This is an optimization exercise on Yosys and OpenROAD, whose aim is small area, not a production implementation. Function was checked by simulation only, so behaviour that the tests miss may differ from the original. Power figures rest on the tool's default switching activity, not on a simulated workload.

Design hoper_core, start of the top module:
module hoper_core (
    input             clk,
    input             rst,
    input             op_we,
    input      [3:0]  op_in,
    input      [7:0]  b_in,
    input      [7:0]  cmd_in,
    input      [7:0]  seq_in,
    input      [8:0]  n_in,
    input             dev_found,
    input             cfg_we,
    input      [3:0]  cfg_addr,
    input      [31:0] cfg_wdata,
    input             din_valid,
    input      [7:0]  din,
    output            din_ready,
    output            tx_valid,
    output     [7:0]  tx_data,
    output            tx_last,
    input             tx_ready,
    output            t_req,
    output     [2:0]  t_call,
    output     [31:0] t_baud,
    output            t_dtr,
    output            t_rts,
    input             t_ack,
    input             t_fault,
    input      [6:0]  t_rxcnt,
    input             ms_tick,
    output            busy,
    output            done,
    output     [2:0]  result,
    output     [3:0]  op_o,
    output     [15:0] crc_o,
    output     [7:0]  seq_o,
    output     [8:0]  pktlen_o,
    output            valid_o,
    output     [6:0]  rxcnt_o,
    output     [3:0]  nb_o,
    output            lc_valid_o,
    output     [31:0] lc_baud_o,
    output            lc_dtr_o,
    output            lc_rts_o,
    output     [6:0]  resp_o,
    output     [2:0]  nsent_o
);
Size in the first run: ~16000 µm² of cells after synthesis.
Settings: LEC_CHECK=0, CAP_MARGIN=0, CORE_MARGIN=2, CORE_UTILIZATION=70, CTS_BUF_LIST=sky130_fd_sc_hd__clkbuf_4 sky130_fd_sc_hd__clkbuf_16, CTS_CLUSTER_DIAMETER=40, CTS_CLUSTER_SIZE=8, SLEW_MARGIN=0; clock period 10.0 ns.
standard.sh (not shown) runs the stock make flow with config.mk's settings and CLKGATE_MAP_FILE= SYNTH_SCRIPT=/design/flow/synth_recipe.tcl, a recipe that flattens the netlist after the stock synthesis.
==> flow/flow/run.sh <==
#!/bin/bash
# Own layout flow: the standard synthesis; an area re-mapping of its
# combinational logic with several ABC scripts, keeping the smallest result
# (registers untouched); then the standard layout with the smallest buffer on
# the ports.
set -euo pipefail
W=$(pwd)
R=$W/orfs/results/$FLOW_PLATFORM/hoper_core/base
LIB=$FLOW_HOME/platforms/$FLOW_PLATFORM/lib/sky130_fd_sc_hd__tt_025C_1v80.lib

bash standard.sh synth > $W/log_synth.txt 2>&1
cp $R/1_2_yosys.v $W/std_1_2_yosys.v

remap() {
  local s=$1 n
  n=$(basename $s .abc)
  REMAP_LIB=$LIB REMAP_IN=$W/std_1_2_yosys.v REMAP_OUT=$W/$n.v REMAP_ABC=$s \
    timeout 900 yosys -c $W/flow/remap.tcl > $W/log_$n.txt 2>&1 || rm -f $W/$n.v.after.txt
}
for s in $W/flow/remap*.abc; do remap $s & done
wait

best=""; best_area=""
for s in $W/flow/remap*.abc; do
  n=$(basename $s .abc)
  [[ -f $W/$n.v.after.txt ]] || continue
  a=$(grep 'Chip area' $W/$n.v.after.txt | awk '{print $NF}')
  echo "$n $a" >> $W/remap_areas.txt
  if [[ -z "$best" ]] || awk -v a=$a -v b=$best_area 'BEGIN{exit !(a<b)}'; then
    best=$n; best_area=$a
  fi
done
echo "chosen $best $best_area" >> $W/remap_areas.txt
cp $W/$best.v $R/1_2_yosys.v
touch $R/1_2_yosys.v

export BUFFER_PORTS_ARGS="-buffer_cell sky130_fd_sc_hd__buf_1"
# the standard clock tree settings with small clusters of clkbuf_4 leaves
# under a clkbuf_16 tree, without dummy loads
export CTS_ARGS="-sink_clustering_enable -repair_clock_nets -sink_clustering_size 8 -sink_clustering_max_diameter 40 -dont_use_dummy_load -buf_list sky130_fd_sc_hd__clkbuf_4 -root_buf sky130_fd_sc_hd__clkbuf_16 -tree_buf sky130_fd_sc_hd__clkbuf_16"
bash standard.sh finish > $W/log_finish.txt 2>&1
==> flow/flow/remap_ds1l.abc <==
&get -n
&st
&deepsyn -T 150 -S 1
&dch
&nf -R 1000
&put
Other scripts of this flow, unchanged in this note and not shown: flow/flow/remap.tcl, flow/flow/remap1.abc, flow/flow/remap2.abc, flow/flow/remap4.abc, flow/flow/remap_ds0.abc, flow/flow/remap_ds1.abc, flow/flow/remap_ds1a.abc, flow/flow/remap_ds2.abc
The baseline produced a clean layout.
Edit:
--- a/flow/flow/run.sh
+++ b/flow/flow/run.sh
@@ -20 +20,7 @@
-for s in $W/flow/remap*.abc; do remap $s & done
+# two waves of four, so that each run gets a CPU of its own
+n=0
+for s in $W/flow/remap*.abc; do
+  remap $s &
+  n=$((n + 1))
+  if (( n % 4 == 0 )); then wait; fi
+done
==> flow/flow/remap5.abc (new file) <==
&get -n
&st
&dch
&nf -R 1000 -p -C 32 -F 8
&put
==> flow/flow/remap_dsp0.abc (new file) <==
&get -n
&st
&deepsyn -T 60 -S 0
&dch
&nf -R 1000 -p -C 32 -F 8
&put
==> flow/flow/remap_dsp1.abc (new file) <==
&get -n
&st
&deepsyn -T 60 -S 1
&dch
&nf -R 1000 -p -C 32 -F 8
&put
==> flow/flow/remap_dsp2.abc (new file) <==
&get -n
&st
&deepsyn -T 60 -S 2
&dch
&nf -R 1000 -p -C 32 -F 8
&put
==> flow/flow/remap_dsp3.abc (new file) <==
&get -n
&st
&deepsyn -T 60 -S 3
&dch
&nf -R 1000 -p -C 32 -F 8
&put
removed: flow/flow/remap_ds1l.abc
=> Power fell slightly; non-clock buffer count fell by 6; die area stays flat; via count fell by a few percent; final area barely changes; area after synthesis is about the same; clock skew fell by 4.1 ps; clock-buffer cell count stays the same; register-to-register slack gets worse by 380 ps.
Edit:
--- a/flow/flow/run.sh
+++ b/flow/flow/run.sh
@@ -20,7 +20 @@
-# two waves of four, so that each run gets a CPU of its own
-n=0
-for s in $W/flow/remap*.abc; do
-  remap $s &
-  n=$((n + 1))
-  if (( n % 4 == 0 )); then wait; fi
-done
+for s in $W/flow/remap*.abc; do remap $s & done
@@ -44,3 +38,2 @@
-# the standard clock tree settings with small clusters of clkbuf_4 leaves
-# under a clkbuf_16 tree, without dummy loads
-export CTS_ARGS="-sink_clustering_enable -repair_clock_nets -sink_clustering_size 8 -sink_clustering_max_diameter 40 -dont_use_dummy_load -buf_list sky130_fd_sc_hd__clkbuf_4 -root_buf sky130_fd_sc_hd__clkbuf_16 -tree_buf sky130_fd_sc_hd__clkbuf_16"
+# the standard clock tree settings with config.mk's clustering, without dummy loads
+export CTS_ARGS="-sink_clustering_enable -repair_clock_nets -sink_clustering_size 15 -sink_clustering_max_diameter 60 -dont_use_dummy_load -buf_list sky130_fd_sc_hd__clkbuf_8"
==> flow/flow/remap_ds1l.abc (new file) <==
&get -n
&st
&deepsyn -T 150 -S 1
&dch
&nf -R 1000
&put
CTS_BUF_LIST = sky130_fd_sc_hd__clkbuf_8   (was sky130_fd_sc_hd__clkbuf_4 sky130_fd_sc_hd__clkbuf_16)
CTS_CLUSTER_DIAMETER = 60   (was 40)
CTS_CLUSTER_SIZE = 15   (was 8)
removed: flow/flow/remap5.abc
removed: flow/flow/remap_dsp0.abc
removed: flow/flow/remap_dsp1.abc
removed: flow/flow/remap_dsp2.abc
removed: flow/flow/remap_dsp3.abc
The new run went through all stages and came out clean.
Routed wire length fell by about 1.2%.
Die area fell by about 0.4%.
First-iteration DRC count rose by about 5.6%.

hoper_core, a different RTL version from the one above (not shown whole).
Size: about 1300 cells after synthesis, about 250 I/O pins, ~17000 um2 of cells after synthesis.
export LEC_CHECK = 0
export CAP_MARGIN = 0
export CORE_MARGIN = 2
export CORE_UTILIZATION = 65
export CTS_CLUSTER_DIAMETER = 100
export CTS_CLUSTER_SIZE = 20
export SLEW_MARGIN = 0
create_clock -name core_clock -period 10.0 [get_ports {clk}]
==> flow/flow/run.sh <==
#!/bin/bash
# Own layout flow: the standard synthesis; an area re-mapping of its
# combinational logic with a few ABC scripts, keeping the smallest (registers
# untouched); then the standard layout with the smallest buffer on the ports.
set -euo pipefail
W=$(pwd)
R=$W/orfs/results/$FLOW_PLATFORM/hoper_core/base
LIB=$FLOW_HOME/platforms/$FLOW_PLATFORM/lib/sky130_fd_sc_hd__tt_025C_1v80.lib

bash standard.sh synth > $W/log_synth.txt 2>&1
cp $R/1_2_yosys.v $W/std_1_2_yosys.v

best=""; best_area=""
for s in $W/flow/remap*.abc; do
  n=$(basename $s .abc)
  REMAP_LIB=$LIB REMAP_IN=$W/std_1_2_yosys.v REMAP_OUT=$W/$n.v REMAP_ABC=$s \
    yosys -c $W/flow/remap.tcl > $W/log_$n.txt 2>&1 || continue
  a=$(grep 'Chip area' $W/$n.v.after.txt | awk '{print $NF}')
  echo "$n $a" >> $W/remap_areas.txt
  if [[ -z "$best" ]] || awk -v a=$a -v b=$best_area 'BEGIN{exit !(a<b)}'; then
    best=$n; best_area=$a
  fi
done
echo "chosen $best $best_area" >> $W/remap_areas.txt
cp $W/$best.v $R/1_2_yosys.v
touch $R/1_2_yosys.v

export BUFFER_PORTS_ARGS="-buffer_cell sky130_fd_sc_hd__buf_1"
bash standard.sh finish > $W/log_finish.txt 2>&1
==> flow/flow/remap.tcl <==
# Re-map the combinational logic of the standard synthesis netlist for area.
# Flip-flops (and tie cells) are kept as they are: same instances, names and cells.
yosys -import
set lib $::env(REMAP_LIB)
read_liberty -ignore_miss_func $lib
read_verilog $::env(REMAP_IN)
hierarchy -top $::env(FLOW_TOP)
blackbox sky130_fd_sc_hd__*df* sky130_fd_sc_hd__conb_1
flatten -noscopeinfo
yosys rename -hide w:*.*
opt_clean -purge
tee -o $::env(REMAP_OUT).before.txt stat -liberty $lib
abc -script $::env(REMAP_ABC) -liberty $lib -dont_use sky130_fd_sc_hd__lpflow_* -dont_use sky130_fd_sc_hd__probe*
opt_clean -purge
hilomap -singleton -hicell sky130_fd_sc_hd__conb_1 HI -locell sky130_fd_sc_hd__conb_1 LO
insbuf -buf sky130_fd_sc_hd__buf_1 A X
splitnets
opt_clean -purge
check
tee -o $::env(REMAP_OUT).after.txt stat -liberty $lib
write_verilog -noattr -nohex -nodec $::env(REMAP_OUT)
==> flow/flow/remap1.abc <==
&get -n
&st
&dch
&nf -R 1000
&put
==> flow/flow/remap2.abc <==
&get -n
&st
&dch
&nf -R 1000
&put
&get -n
&st
&dch
&nf -R 1000
&put
==> flow/flow/remap3.abc <==
&get -n
&st
&syn2
&dch
&nf -R 1000
&put
==> flow/flow/remap4.abc <==
&get -n
&st
&dc2
&dch -f
&nf -R 1000 -a
&put
==> flow/flow/remap5.abc <==
&get -n
&st
&dch -f
&nf -R 1000
&put
==> flow/flow/remap6.abc <==
&get -n
&st
&dch
&nf
&put
The starting point finished with timing, DRC and antenna clean.
Then changed:
==> flow/flow/run.sh (replaced) <==
#!/bin/bash
# Own layout flow: the standard synthesis, an area re-mapping of its
# combinational logic (registers untouched), then the standard layout with
# the smallest buffer on the ports.
set -euo pipefail
W=$(pwd)
R=$W/orfs/results/$FLOW_PLATFORM/hoper_core/base
LIB=$FLOW_HOME/platforms/$FLOW_PLATFORM/lib/sky130_fd_sc_hd__tt_025C_1v80.lib

bash standard.sh synth > $W/log_synth.txt 2>&1

cp $R/1_2_yosys.v $W/std_1_2_yosys.v
REMAP_LIB=$LIB REMAP_IN=$W/std_1_2_yosys.v REMAP_OUT=$W/remap.v REMAP_ABC=$W/flow/remap.abc \
  yosys -c $W/flow/remap.tcl > $W/log_remap.txt 2>&1
cp $W/remap.v $R/1_2_yosys.v
touch $R/1_2_yosys.v

export BUFFER_PORTS_ARGS="-buffer_cell sky130_fd_sc_hd__buf_1"
bash standard.sh finish > $W/log_finish.txt 2>&1
==> flow/flow/remap.abc (new file) <==
&get -n
&st
&dch
&nf -R 1000
&put
CAP_MARGIN = 20   (was 0)
CORE_UTILIZATION = 40   (was 65)
CTS_CLUSTER_DIAMETER = not set   (was 100)
CTS_CLUSTER_SIZE = not set   (was 20)
SLEW_MARGIN = 20   (was 0)
removed: flow/flow/remap1.abc
removed: flow/flow/remap2.abc
removed: flow/flow/remap3.abc
removed: flow/flow/remap4.abc
removed: flow/flow/remap5.abc
removed: flow/flow/remap6.abc
The new run produced a clean layout.
Via count shrinks by 2.4%.
Utilization falls by 27 points.
Power goes up by 15%.
Clock-buffer cell count rises by 14.
Then changed:
==> flow/flow/run.sh (replaced) <==
#!/bin/bash
# Own layout flow: the standard synthesis; an area re-mapping of its
# combinational logic with a few ABC scripts, keeping the smallest (registers
# untouched); then the standard layout with the smallest buffer on the ports.
set -euo pipefail
W=$(pwd)
R=$W/orfs/results/$FLOW_PLATFORM/hoper_core/base
LIB=$FLOW_HOME/platforms/$FLOW_PLATFORM/lib/sky130_fd_sc_hd__tt_025C_1v80.lib

bash standard.sh synth > $W/log_synth.txt 2>&1
cp $R/1_2_yosys.v $W/std_1_2_yosys.v

best=""; best_area=""
for s in $W/flow/remap*.abc; do
  n=$(basename $s .abc)
  REMAP_LIB=$LIB REMAP_IN=$W/std_1_2_yosys.v REMAP_OUT=$W/$n.v REMAP_ABC=$s \
    yosys -c $W/flow/remap.tcl > $W/log_$n.txt 2>&1 || continue
  a=$(grep 'Chip area' $W/$n.v.after.txt | awk '{print $NF}')
  echo "$n $a" >> $W/remap_areas.txt
  if [[ -z "$best" ]] || awk -v a=$a -v b=$best_area 'BEGIN{exit !(a<b)}'; then
    best=$n; best_area=$a
  fi
done
echo "chosen $best $best_area" >> $W/remap_areas.txt
cp $W/$best.v $R/1_2_yosys.v
touch $R/1_2_yosys.v

export BUFFER_PORTS_ARGS="-buffer_cell sky130_fd_sc_hd__buf_1"
bash standard.sh finish > $W/log_finish.txt 2>&1
--- a/flow/flow/remap.tcl
+++ b/flow/flow/remap.tcl
@@ -12,0 +13,5 @@
+if {[info exists ::env(REMAP_PART)] && $::env(REMAP_PART) ne ""} {
+  # map the cone of these outputs on its own first
+  select -set part w:$::env(REMAP_PART) %ci*:-sky130_fd_sc_hd__edfxtp_1:-sky130_fd_sc_hd__dfxtp_1
+  abc -script $::env(REMAP_PART_ABC) -liberty $lib -dont_use sky130_fd_sc_hd__lpflow_* -dont_use sky130_fd_sc_hd__probe* @part
+}
==> flow/flow/remap1.abc (new file) <==
&get -n
&st
&dch
&nf -R 1000
&put
==> flow/flow/remap2.abc (new file) <==
&get -n
&st
&dch
&nf -R 1000
&put
&get -n
&st
&dch
&nf -R 1000
&put
==> flow/flow/remap3.abc (new file) <==
&get -n
&st
&syn2
&dch
&nf -R 1000
&put
==> flow/flow/remap4.abc (new file) <==
&get -n
&st
&dc2
&dch -f
&nf -R 1000 -a
&put
==> flow/flow/remap5.abc (new file) <==
&get -n
&st
&dch -f
&nf -R 1000
&put
==> flow/flow/remap6.abc (new file) <==
&get -n
&st
&dch
&nf
&put
CAP_MARGIN = 0   (was 20)
CORE_UTILIZATION = 65   (was 40)
CTS_CLUSTER_DIAMETER = 100   (was not set)
CTS_CLUSTER_SIZE = 20   (was not set)
SLEW_MARGIN = 0   (was 20)
removed: flow/flow/remap.abc
What happened:
- total power came out lower by roughly a tenth
- synthesized cell count hardly moves
- clock-buffer cell count came out lower by 14
- core utilization came out higher by 27 points
- first-iteration DRC count came out higher by a quarter to a third
- non-clock buffer count came out lower by 2
- hold slack gets better by 0.017 ns
- die area came out lower by well over a third
- final cell count came out lower by roughly a tenth

hoper_core again, from the RTL that the note above started with.
clock: 10.0 ns
lec_check: 0
cap_margin: 20
core_margin: 2
core_utilization: 40
slew_margin: 20
run.sh (not shown) runs the stock make flow with config.mk's settings and CLKGATE_MAP_FILE= SYNTH_SCRIPT=/design/flow/synth_recipe.tcl, a recipe that flattens the netlist after the stock synthesis.
Stock flow here: none of the scripts above is used.
The first run completed with no timing, DRC or antenna violations.
Then changed:
- CORE_UTILIZATION: 40 -> 70
- CTS_BUF_LIST: not set -> sky130_fd_sc_hd__clkbuf_2 sky130_fd_sc_hd__clkbuf_4
- CTS_CLUSTER_SIZE: not set -> 30
- power decreases by 2.5%
- fmax shrinks by about 3%
- routed wire length came out higher by about 7%
- global-route usage went up by 21 points
- clock skew grows by 80 ps
- worst setup slack gets worse by 190 ps
- sequential cell count is unchanged
- die area fell by about 40%

==> static timing again, ports no longer ideal <==
Ports are ideal in the flow. The routed layouts listed here were re-timed in OpenROAD. Step 1 sets driving cells, clkbuf_16 on the clock port and buf_2 on the other inputs (assumed; they add their load-dependent delay and slew). Step 2 adds t to the input delays and takes it off the output delays; t is the mean of the earliest and latest rising clock arrival at the registers after step 1. Input paths then give back, and output paths get back, about the clock's delay inside the block. a / b / c = ideal / step 1 / step 2; a / b = the first two.
run	t, ns	setup WS [ns]	worst setup path at the end	worst data-port slew with drivers (ns)
the first run of note 1	0.566	4.279 / 4.227 / 4.793	register to output	0.06
the second run of note 1	0.549	3.984 / 3.933 / 4.483	register to output	0.07
the third run of note 1	0.655	4.041 / 3.995 / 4.572	register to register	0.05
the first run of note 2	0.583	4.777 / 4.727 / 5.236	input to register	0.08
the second run of note 2	0.600	4.465 / 4.413 / 5.013	register to output	0.09
the third run of note 2	0.583	4.777 / 4.727 / 5.236	input to register	0.08
the first run of note 3	0.623	3.921 / 3.867 / 4.489	register to output	0.09
the second run of note 3	0.774	3.727 / 3.680 / 4.454	register to output	0.09
After both steps every run listed still meets setup and hold.
